This design comes from an exercise in tuning for small area, a short achievable clock period and few clock cycles on the open sky130 flow, not from production work. Where RTL was checked, it was by simulation tests only, not by an equivalence proof against the original.

==> flow/design.v (excerpt) <==
module als_core (
    input  wire        clk,
    input  wire        rst,           
    input  wire        cmd_valid,
    input  wire [31:0] cmd_cw,
    input  wire [31:0] cmd_opd,
    output reg         busy,
    output reg         rsp_valid,
    output reg  [2:0]  rsp_status,
    output wire [31:0] rsp_result
);
Size in the first run: ~4600 cells after synthesis, about 110 flip-flops, ~100 I/O pins.
make LEC_CHECK=0 ABC_AREA=1 CAP_MARGIN=20 CORE_MARGIN=2 CORE_UTILIZATION=40 SETUP_SLACK_MARGIN=3 SLEW_MARGIN=20 finish   # period 10.0 ns
run.sh (not shown) runs the stock make flow with config.mk's settings and CLKGATE_MAP_FILE= SYNTH_SCRIPT=/design/flow/synth_recipe.tcl, a recipe that flattens the netlist after the stock synthesis.
Rerun with:
--- a/flow/design.v
+++ b/flow/design.v
@@ -1011,22 +1011,20 @@
             imm_value  = codec_result;
         end
     end
     wire [4:0] imm_sh = (op == 4'd3) ? (5'd20 - {1'b0, kshift}) : (5'd5 + {1'b0, kshift});
     reg  [31:0] res_val;
     reg         res_shift;
     reg         res_b16;
     reg  [4:0]  res_sh;
-    reg         res_acc;     
-    reg  signed [42:0] acc;
     wire [31:0] res_shifted = res_val >> res_sh;
-    assign rsp_result = res_acc   ? {5'd0, acc[40:14]} :
-                        res_shift ? {15'd0, res_shifted[16] & res_b16, res_shifted[15:0]} :
-                                    res_val;
+    assign rsp_result = res_shift ? {15'd0, res_shifted[16] & res_b16, res_shifted[15:0]}
+                                  : res_val;
+    reg  signed [42:0] acc;
     reg  [1:0]         pstep;
     reg  [16:0] lux_l;
     wire [19:0] lbe = {2'b00, lux_l, 1'b0};
     reg  [8:0]  bone;
     reg  [8:0]  btwo;
     reg  [7:0]  bneg;
     integer i;
     always @(*) begin
@@ -2755,37 +2753,37 @@
         if (rst) begin
             busy       <= 1'b0;
             rsp_valid  <= 1'b0;
             rsp_status <= ST_OK;
             res_val    <= 32'd0;
             res_shift  <= 1'b0;
             res_b16    <= 1'b0;
             res_sh     <= 5'd0;
-            res_acc    <= 1'b0;
             lux_l      <= 17'd0;
             acc        <= 43'sd0;
             pstep      <= 2'd0;
         end else if (busy) begin
             pstep <= pstep + 2'd1;
             acc   <= acc_next;
             if (pstep == 2'd3) begin
-                busy      <= 1'b0;
-                rsp_valid <= 1'b1;
-                res_acc   <= 1'b1;
+                busy       <= 1'b0;
+                rsp_valid  <= 1'b1;
+                rsp_status <= ST_OK;
+                res_val    <= {5'd0, psum[57:31]};
+                res_shift  <= 1'b0;
             end
         end else begin
             lux_l <= lval;
+            acc   <= D4;
             pstep <= 2'd0;
             if (cmd_valid) begin
-                acc        <= D4;
                 busy       <= need_poly;
                 rsp_valid  <= ~need_poly;
                 rsp_status <= imm_status;
                 res_val    <= imm_value;
                 res_shift  <= imm_shift;
                 res_b16    <= imm_b16;
                 res_sh     <= imm_sh;
-                res_acc    <= 1'b0;
             end
         end
     end
 endmodule
Die area is lower by 1.3%.
Design area barely changes.
Worst hold slack gains 17 ps.
Clock skew is lower by 11 ps.
Routed wire length falls by 5.0%.
No functional check of the RTL was part of any run of this note.


== before ==
The RTL this note starts from:
==> flow/design.v <==
module als_div (
    input  wire [15:0] raw,
    input  wire [16:0] lux,       
    input  wire [3:0]  k,         
    output wire [16:0] lval,      
    output wire        lbig,      
    output wire [15:0] qval,      
    output wire        qbig       
);
    wire [42:0] zr = raw * 27'd123695059;
    wire [42:0] zl = lux * 26'd36408889;
    wire [42:0] lsh = zr >> (6'd35 - {2'd0, k});
    wire [42:0] qsh = zl >> (6'd17 + {2'd0, k});
    assign lval = lsh[16:0];
    assign lbig = lsh[16:0] > 17'd1000;
    assign qval = qsh[15:0];
    assign qbig = |qsh[42:16];
endmodule
module als_codec (
    input  wire [1:0]  op,        
    input  wire [2:0]  fid,
    input  wire [31:0] opd,
    output reg  [2:0]  status,
    output reg  [31:0] result
);
    localparam [2:0] ST_OK    = 3'd0;
    localparam [2:0] ST_INVAL = 3'd1;
    localparam [2:0] ST_UNKN  = 3'd2;
    reg [3:0]  sh;
    reg [15:0] wm;
    always @(*) begin
        case (fid)
            3'd0: begin sh = 4'd11; wm = 16'h0003; end
            3'd1: begin sh = 4'd6;  wm = 16'h000F; end
            3'd2: begin sh = 4'd4;  wm = 16'h0003; end
            3'd3: begin sh = 4'd1;  wm = 16'h0001; end
            3'd4: begin sh = 4'd0;  wm = 16'h0001; end
            3'd5: begin sh = 4'd0;  wm = 16'h0001; end
            3'd6: begin sh = 4'd1;  wm = 16'h0003; end
            default: begin sh = 4'd14; wm = 16'h0003; end
        endcase
    end
    reg        enc_ok;
    reg [3:0]  enc_code;
    always @(*) begin
        enc_ok   = 1'b1;
        enc_code = 4'd0;
        case (fid)
            3'd0: case (opd)
                      32'd8:  enc_code = 4'd0;
                      32'd16: enc_code = 4'd1;
                      32'd1:  enc_code = 4'd2;
                      32'd2:  enc_code = 4'd3;
                      default: enc_ok = 1'b0;
                  endcase
            3'd1: case (opd)
                      32'd100: enc_code = 4'd0;
                      32'd200: enc_code = 4'd1;
                      32'd400: enc_code = 4'd2;
                      32'd800: enc_code = 4'd3;
                      32'd50:  enc_code = 4'd8;
                      32'd25:  enc_code = 4'd12;
                      default: enc_ok = 1'b0;
                  endcase
            3'd2: case (opd)
                      32'd1: enc_code = 4'd0;
                      32'd2: enc_code = 4'd1;
                      32'd4: enc_code = 4'd2;
                      32'd8: enc_code = 4'd3;
                      default: enc_ok = 1'b0;
                  endcase
            3'd3, 3'd4, 3'd5: case (opd)
                      32'd0: enc_code = 4'd0;
                      32'd1: enc_code = 4'd1;
                      default: enc_ok = 1'b0;
                  endcase
            3'd6: case (opd)
                      32'd1: enc_code = 4'd0;
                      32'd2: enc_code = 4'd1;
                      32'd3: enc_code = 4'd2;
                      32'd4: enc_code = 4'd3;
                      default: enc_ok = 1'b0;
                  endcase
            default: case (opd)
                      32'd0: enc_code = 4'd0;
                      32'd1: enc_code = 4'd1;
                      32'd2: enc_code = 4'd2;
                      default: enc_ok = 1'b0;
                  endcase
        endcase
    end
    wire [15:0] code = (opd[15:0] >> sh) & wm;
    reg         dec_ok;
    reg [9:0]   dec_val;
    always @(*) begin
        dec_ok  = 1'b1;
        dec_val = 10'd0;
        case (fid)
            3'd0: case (code[1:0])
                      2'd0: dec_val = 10'd8;
                      2'd1: dec_val = 10'd16;
                      2'd2: dec_val = 10'd1;
                      default: dec_val = 10'd2;
                  endcase
            3'd1: case (code[3:0])
                      4'd0:  dec_val = 10'd100;
                      4'd1:  dec_val = 10'd200;
                      4'd2:  dec_val = 10'd400;
                      4'd3:  dec_val = 10'd800;
                      4'd8:  dec_val = 10'd50;
                      4'd12: dec_val = 10'd25;
                      default: dec_ok = 1'b0;
                  endcase
            3'd2: case (code[1:0])
                      2'd0: dec_val = 10'd1;
                      2'd1: dec_val = 10'd2;
                      2'd2: dec_val = 10'd4;
                      default: dec_val = 10'd8;
                  endcase
            3'd3, 3'd4, 3'd5: dec_val = {9'd0, code[0]};
            3'd6: dec_val = {8'd0, code[1:0]} + 10'd1;
            default: begin
                if (code[1:0] == 2'd3) dec_ok = 1'b0;
                else dec_val = {8'd0, code[1:0]};
            end
        endcase
    end
    wire        app_ok  = opd[31:16] <= wm;
    wire [15:0] app_val = (opd[15:0] & ~(wm << sh)) | (opd[31:16] << sh);
    always @(*) begin
        status = ST_OK;
        result = 32'd0;
        case (op)
            2'd0: if (enc_ok) result = {28'd0, enc_code}; else status = ST_INVAL;
            2'd1: if (dec_ok) result = {22'd0, dec_val};  else status = ST_UNKN;
            default: if (app_ok) result = {16'd0, app_val}; else status = ST_INVAL;
        endcase
    end
endmodule
module als_core (
    input  wire        clk,
    input  wire        rst,           
    input  wire        cmd_valid,
    input  wire [31:0] cmd_cw,
    input  wire [31:0] cmd_opd,
    output reg         busy,
    output reg         rsp_valid,
    output reg  [2:0]  rsp_status,
    output reg  [31:0] rsp_result
);
    localparam [2:0] ST_OK      = 3'd0;
    localparam [2:0] ST_UNSUP   = 3'd3;
    localparam [2:0] ST_RANGE   = 3'd4;
    localparam [2:0] ST_ILLEGAL = 3'd6;
    localparam signed [41:0] D4 = 42'sd1453975083254;
    localparam signed [41:0] D3 = -42'sd173259199036;
    localparam signed [41:0] D2 = 42'sd11468416445;
    localparam signed [41:0] D1 = 42'sd1076211433;
    wire [3:0] op     = cmd_cw[3:0];
    wire [3:0] sel    = cmd_cw[7:4];
    wire [1:0] gcode  = cmd_cw[9:8];
    wire [3:0] itcode = cmd_cw[13:10];
    reg illegal;
    always @(*) begin
        illegal = 1'b0;
        if (cmd_cw[31:14] != 18'd0) illegal = 1'b1;
        case (op)
            4'd0, 4'd2: if (cmd_cw[13:8] != 6'd0 || sel[3]) illegal = 1'b1;
            4'd1: if (cmd_cw[13:8] != 6'd0 || sel[3] || cmd_opd[31:16] != 16'd0) illegal = 1'b1;
            4'd3: if (sel != 4'd0 || cmd_opd[31:16] != 16'd0) illegal = 1'b1;
            4'd4: if (sel != 4'd0) illegal = 1'b1;
            default: illegal = 1'b1;
        endcase
    end
    reg [2:0] gs;
    reg [2:0] ts;
    reg       it_ok;
    always @(*) begin
        case (gcode)
            2'd1: gs = 3'd0;
            2'd0: gs = 3'd1;
            2'd3: gs = 3'd3;
            default: gs = 3'd4;
        endcase
        it_ok = 1'b1;
        case (itcode)
            4'd3:  ts = 3'd0;
            4'd2:  ts = 3'd1;
            4'd1:  ts = 3'd2;
            4'd0:  ts = 3'd3;
            4'd8:  ts = 3'd4;
            4'd12: ts = 3'd5;
            default: begin ts = 3'd0; it_ok = 1'b0; end
        endcase
    end
    wire [3:0] kshift = {1'b0, gs} + {1'b0, ts};
    wire       lux_oor = cmd_opd[31] || (cmd_opd > 32'd120000);
    wire [16:0] lval;
    wire        lbig;
    wire [15:0] qval;
    wire        qbig;
    als_div u_div (
        .raw  (cmd_opd[15:0]),
        .lux  (cmd_opd[16:0]),
        .k    (kshift),
        .lval (lval),
        .lbig (lbig),
        .qval (qval),
        .qbig (qbig)
    );
    wire [2:0]  codec_status;
    wire [31:0] codec_result;
    als_codec u_codec (
        .op     (op[1:0]),
        .fid    (sel[2:0]),
        .opd    (cmd_opd),
        .status (codec_status),
        .result (codec_result)
    );
    reg [2:0]  imm_status;
    reg [31:0] imm_result;
    reg        need_poly;
    always @(*) begin
        imm_status = ST_OK;
        imm_result = 32'd0;
        need_poly  = 1'b0;
        if (illegal) begin
            imm_status = ST_ILLEGAL;
        end else if (op == 4'd3) begin
            if (!it_ok) imm_status = ST_UNSUP;
            else if (lbig) need_poly = 1'b1;
            else imm_result = {15'd0, lval};
        end else if (op == 4'd4) begin
            if (lux_oor) imm_status = ST_RANGE;
            else if (!it_ok) imm_status = ST_UNSUP;
            else if (qbig) imm_status = ST_RANGE;
            else imm_result = {16'd0, qval};
        end else begin
            imm_status = codec_status;
            imm_result = codec_result;
        end
    end
    reg  [16:0]        lux_l;
    reg  signed [41:0] acc;
    reg  [1:0]         pstep;
    reg  signed [41:0] coef;
    always @(*) begin
        case (pstep)
            2'd0: coef = D3;
            2'd1: coef = D2;
            default: coef = D1;
        endcase
    end
    wire signed [59:0] prod     = acc * $signed({1'b0, lux_l});
    wire signed [41:0] acc_next = prod[58:17] + coef;
    always @(posedge clk) begin
        if (rst) begin
            busy       <= 1'b0;
            rsp_valid  <= 1'b0;
            rsp_status <= ST_OK;
            rsp_result <= 32'd0;
            lux_l      <= 17'd0;
            acc        <= 42'sd0;
            pstep      <= 2'd0;
        end else if (busy) begin
            pstep <= pstep + 2'd1;
            acc   <= acc_next;
            if (pstep == 2'd3) begin
                busy       <= 1'b0;
                rsp_valid  <= 1'b1;
                rsp_status <= ST_OK;
                rsp_result <= {5'd0, prod[56:30]};
            end
        end else if (cmd_valid) begin
            if (need_poly) begin
                busy      <= 1'b1;
                rsp_valid <= 1'b0;
                lux_l     <= lval;
                acc       <= D4;
                pstep     <= 2'd0;
            end else begin
                rsp_valid  <= 1'b1;
                rsp_status <= imm_status;
                rsp_result <= imm_result;
            end
        end
    end
endmodule
==> flow/config.mk <==
export PLATFORM = sky130hd
export DESIGN_NAME = als_core
export DESIGN_NICKNAME = als_core
export VERILOG_FILES = /design/flow/design.v
export SDC_FILE = /design/flow/constraint.sdc
export NUM_CORES = 4
export LEC_CHECK = 0
export CAP_MARGIN = 20
export CORE_MARGIN = 2
export CORE_UTILIZATION = 40
export SLEW_MARGIN = 20
==> flow/constraint.sdc <==
create_clock -name core_clock -period 10.0 [get_ports {clk}]
set_input_delay 2.0000 -clock core_clock [delete_from_list [all_inputs] [get_ports {clk}]]
set_output_delay 2.0000 -clock core_clock [all_outputs]
set_load 0.01 [all_outputs]
### before -> after
--- a/flow/design.v
+++ b/flow/design.v
@@ -4,20 +4,41 @@
     input  wire [3:0]  k,         
     output wire [16:0] lval,      
     output wire        lbig,      
     output wire [15:0] qval,      
     output wire        qbig       
 );
-    wire [42:0] zr = raw * 27'd123695059;
-    wire [42:0] zl = lux * 26'd36408889;
-    wire [42:0] lsh = zr >> (6'd35 - {2'd0, k});
-    wire [42:0] qsh = zl >> (6'd17 + {2'd0, k});
+    wire [29:0] zr =
+        ({28'd0, raw[15:14]})
+        + ({25'd0, raw[15:11]})
+        - ({23'd0, raw[15:9]})
+        - ({17'd0, raw[15:3]})
+        - ({14'd0, raw} << 0)
+        - ({14'd0, raw} << 6)
+        - ({14'd0, raw} << 8)
+        + ({14'd0, raw} << 12)
+        + 30'd1;
+    wire [30:0] zl =
+        - ({29'd0, lux[16:15]})
+        + ({26'd0, lux[16:12]})
+        - ({23'd0, lux[16:9]})
+        + ({20'd0, lux[16:6]})
+        - ({17'd0, lux[16:3]})
+        + ({14'd0, lux} << 0)
+        - ({14'd0, lux} << 3)
+        - ({14'd0, lux} << 6)
+        - ({14'd0, lux} << 8)
+        + ({14'd0, lux} << 10)
+        + ({14'd0, lux} << 13)
+        + 31'd1;
+    wire [29:0] lsh = zr >> (5'd20 - {1'b0, k});
+    wire [30:0] qsh = zl >> (5'd5 + {1'b0, k});
     assign lval = lsh[16:0];
     assign lbig = lsh[16:0] > 17'd1000;
     assign qval = qsh[15:0];
-    assign qbig = |qsh[42:16];
+    assign qbig = |qsh[30:16];
 endmodule
 module als_codec (
     input  wire [1:0]  op,        
     input  wire [2:0]  fid,
     input  wire [31:0] opd,
     output reg  [2:0]  status,
[after] area added between synthesis and finish fell 8.7 points relative to before. Going from before to after, worst hold margin has increased; via count went down by 5257. Relative to before, total inserted antenna cells increased by 2 in after. Between after and before, final cell count without fillers is higher for before, after comes in under that. In the tables for after and before, clock tree cell share of total cell area reads lower with before. Delta (after minus before): worst path buffer plus inverter count fell 5; wire length shrank by about 15%. For standard-cell row count, dividing the value from after by the value from before gives 0.938. The start point of the critical path comes out cmd_opd[4] in one run and cmd_opd[11] in the other, namely in before and after respectively.
No functional check of the RTL was part of any run of this note.


Another version of the RTL of als_core (not shown whole).
Size: about 4700 cells after synthesis, ~110 flip-flops, about 0.033 mm^2 of cells after synthesis.
Settings: LEC_CHECK=0, ABC_AREA=1, CAP_MARGIN=20, CORE_MARGIN=2, CORE_UTILIZATION=40, SETUP_SLACK_MARGIN=4.5, SLEW_MARGIN=20; clock period 10.0 ns.
The first run completed without violations.
Testbench counts at the start, summed over its fixed seeds: cycles 8,288.
Rerun with:
--- a/flow/design.v
+++ b/flow/design.v
@@ -1024,39 +1024,37 @@
             imm_value  = {9'd0, codec_result[15:0]};
         end
     end
     wire [3:0] imm_sh = (op == 4'd3) ? (4'd15 - kshift) : kshift;
     reg  [24:0] res_val;
     reg         res_shift;
     reg         res_b16;
     reg  [3:0]  res_sh;
     reg         res_acc;     
     reg  signed [42:0] acc;
-    reg  [1:0]         pstep;
     wire [24:0] res_shifted = res_val >> res_sh;
     assign rsp_result = res_acc   ? {5'd0, acc[40:14]} :
                         res_shift ? {15'd0, res_shifted[16] & res_b16, res_shifted[15:0]} :
                                     {16'd0, res_val[15:0]};
+    reg  [1:0]         pstep;
+    reg  [16:0] lux_l;
+    wire [19:0] lbe = {2'b00, lux_l, 1'b0};
     reg  [8:0]  bone;
     reg  [8:0]  btwo;
     reg  [7:0]  bneg;
-    wire [19:0] lbe = {2'b00, lval, 1'b0};
-    reg  [8:0]  bone_n;
-    reg  [8:0]  btwo_n;
-    reg  [7:0]  bneg_n;
     integer i;
     always @(*) begin
         for (i = 0; i < 9; i = i + 1) begin
-            bone_n[i] = lbe[2*i+1] ^ lbe[2*i];
-            btwo_n[i] = (lbe[2*i+2] & ~lbe[2*i+1] & ~lbe[2*i]) |
-                        (~lbe[2*i+2] & lbe[2*i+1] & lbe[2*i]);
-            if (i < 8) bneg_n[i] = lbe[2*i+2] & ~(lbe[2*i+1] & lbe[2*i]);
+            bone[i] = lbe[2*i+1] ^ lbe[2*i];
+            btwo[i] = (lbe[2*i+2] & ~lbe[2*i+1] & ~lbe[2*i]) |
+                      (~lbe[2*i+2] & lbe[2*i+1] & lbe[2*i]);
+            if (i < 8) bneg[i] = lbe[2*i+2] & ~(lbe[2*i+1] & lbe[2*i]);
         end
     end
     wire [43:0] acc_x = {acc[42], acc};
     wire [43:0] acc_2 = {acc, 1'b0};
     wire [43:0] pq0 = ({44{bone[0]}} & acc_x | {44{btwo[0]}} & acc_2) ^ {44{bneg[0]}};
     wire [43:0] pp0 = {~pq0[43], pq0[42:0]};
     wire [43:0] pq1 = ({44{bone[1]}} & acc_x | {44{btwo[1]}} & acc_2) ^ {44{bneg[1]}};
     wire [43:0] pp1 = {~pq1[43], pq1[42:0]};
     wire [43:0] pq2 = ({44{bone[2]}} & acc_x | {44{btwo[2]}} & acc_2) ^ {44{bneg[2]}};
     wire [43:0] pp2 = {~pq2[43], pq2[42:0]};
@@ -2769,37 +2767,33 @@
     always @(posedge clk) begin
         if (rst) begin
             busy       <= 1'b0;
             rsp_valid  <= 1'b0;
             rsp_status <= ST_OK;
             res_val    <= 25'd0;
             res_shift  <= 1'b0;
             res_b16    <= 1'b0;
             res_sh     <= 4'd0;
             res_acc    <= 1'b0;
-            bone       <= 9'd0;
-            btwo       <= 9'd0;
-            bneg       <= 8'd0;
+            lux_l      <= 17'd0;
             acc        <= 43'sd0;
             pstep      <= 2'd0;
         end else if (busy) begin
             pstep <= pstep + 2'd1;
             acc   <= acc_next;
             if (pstep == 2'd3) begin
                 busy      <= 1'b0;
                 rsp_valid <= 1'b1;
                 res_acc   <= 1'b1;
             end
         end else begin
-            bone  <= bone_n;
-            btwo  <= btwo_n;
-            bneg  <= bneg_n;
+            lux_l <= lval;
             pstep <= 2'd0;
             if (cmd_valid) begin
                 acc        <= D4;
                 busy       <= need_poly;
                 rsp_valid  <= ~need_poly;
                 rsp_status <= imm_status;
                 res_val    <= imm_value;
                 res_shift  <= imm_shift;
                 res_b16    <= imm_b16;
                 res_sh     <= imm_sh;
The changed run completed with no timing, DRC or antenna violations.
Utilization decreases by 2.5 points.
Worst setup slack got worse by 0.044 ns.
Via count grows by 1.1%.
Hold slack got worse by 0.0031 ns.
Global-route usage went up by 1.3 points.
Register-to-register slack got worse by 0.13 ns.
Routed wire length goes up by 1.2%.
Synthesized cell count climbs by 3.7%.
Die area barely changes.
Design area falls by 4.8%.
Sequential share of layout area drops by 0.28 points.
Function not checked in the second run of this note: the RTL went through the layout flow alone.

separate check: timing with driven ports:
In the flow no input, the clock included, has a driving cell. The finished layouts below were timed again as built, in two steps.
Step 1: set_driving_cell puts a clkbuf_16 on clk and a buf_2 on each other input, an assumption about the parent block.
Step 2 moves the port delays by t, midway between the first and last clock arrival at a register: inputs arrive t later, outputs are due t later. That takes back most of the time a late clock gives input paths.
a / b / c = no drivers / after step 1 / after step 2; a / b = the first two.
run | t, ns | setup WS [ns] | worst data-port slew with drivers (ns)
the first run of note 1 | 0.452 | 3.070 / 3.106 / 2.654 | 0.05
the second run of note 1 | 0.421 | 3.182 / 3.200 / 2.778 | 0.05
before | 0.438 | 0.245 / 0.295 / -0.143 | 0.17
after | 0.426 | 0.345 / 0.378 / -0.048 | 0.34
the first run of note 3 | 0.457 | 4.418 / 4.433 / 3.976 | 0.12
the second run of note 3 | 0.467 | 4.374 / 4.374 / 4.029 | 0.05
With both steps, setup timing fails in before and after, where it was met with ideal ports. The setup slack of the first run of note 3, which loses most, moves by +0.015 ns with the drivers and by -0.442 ns with both steps.
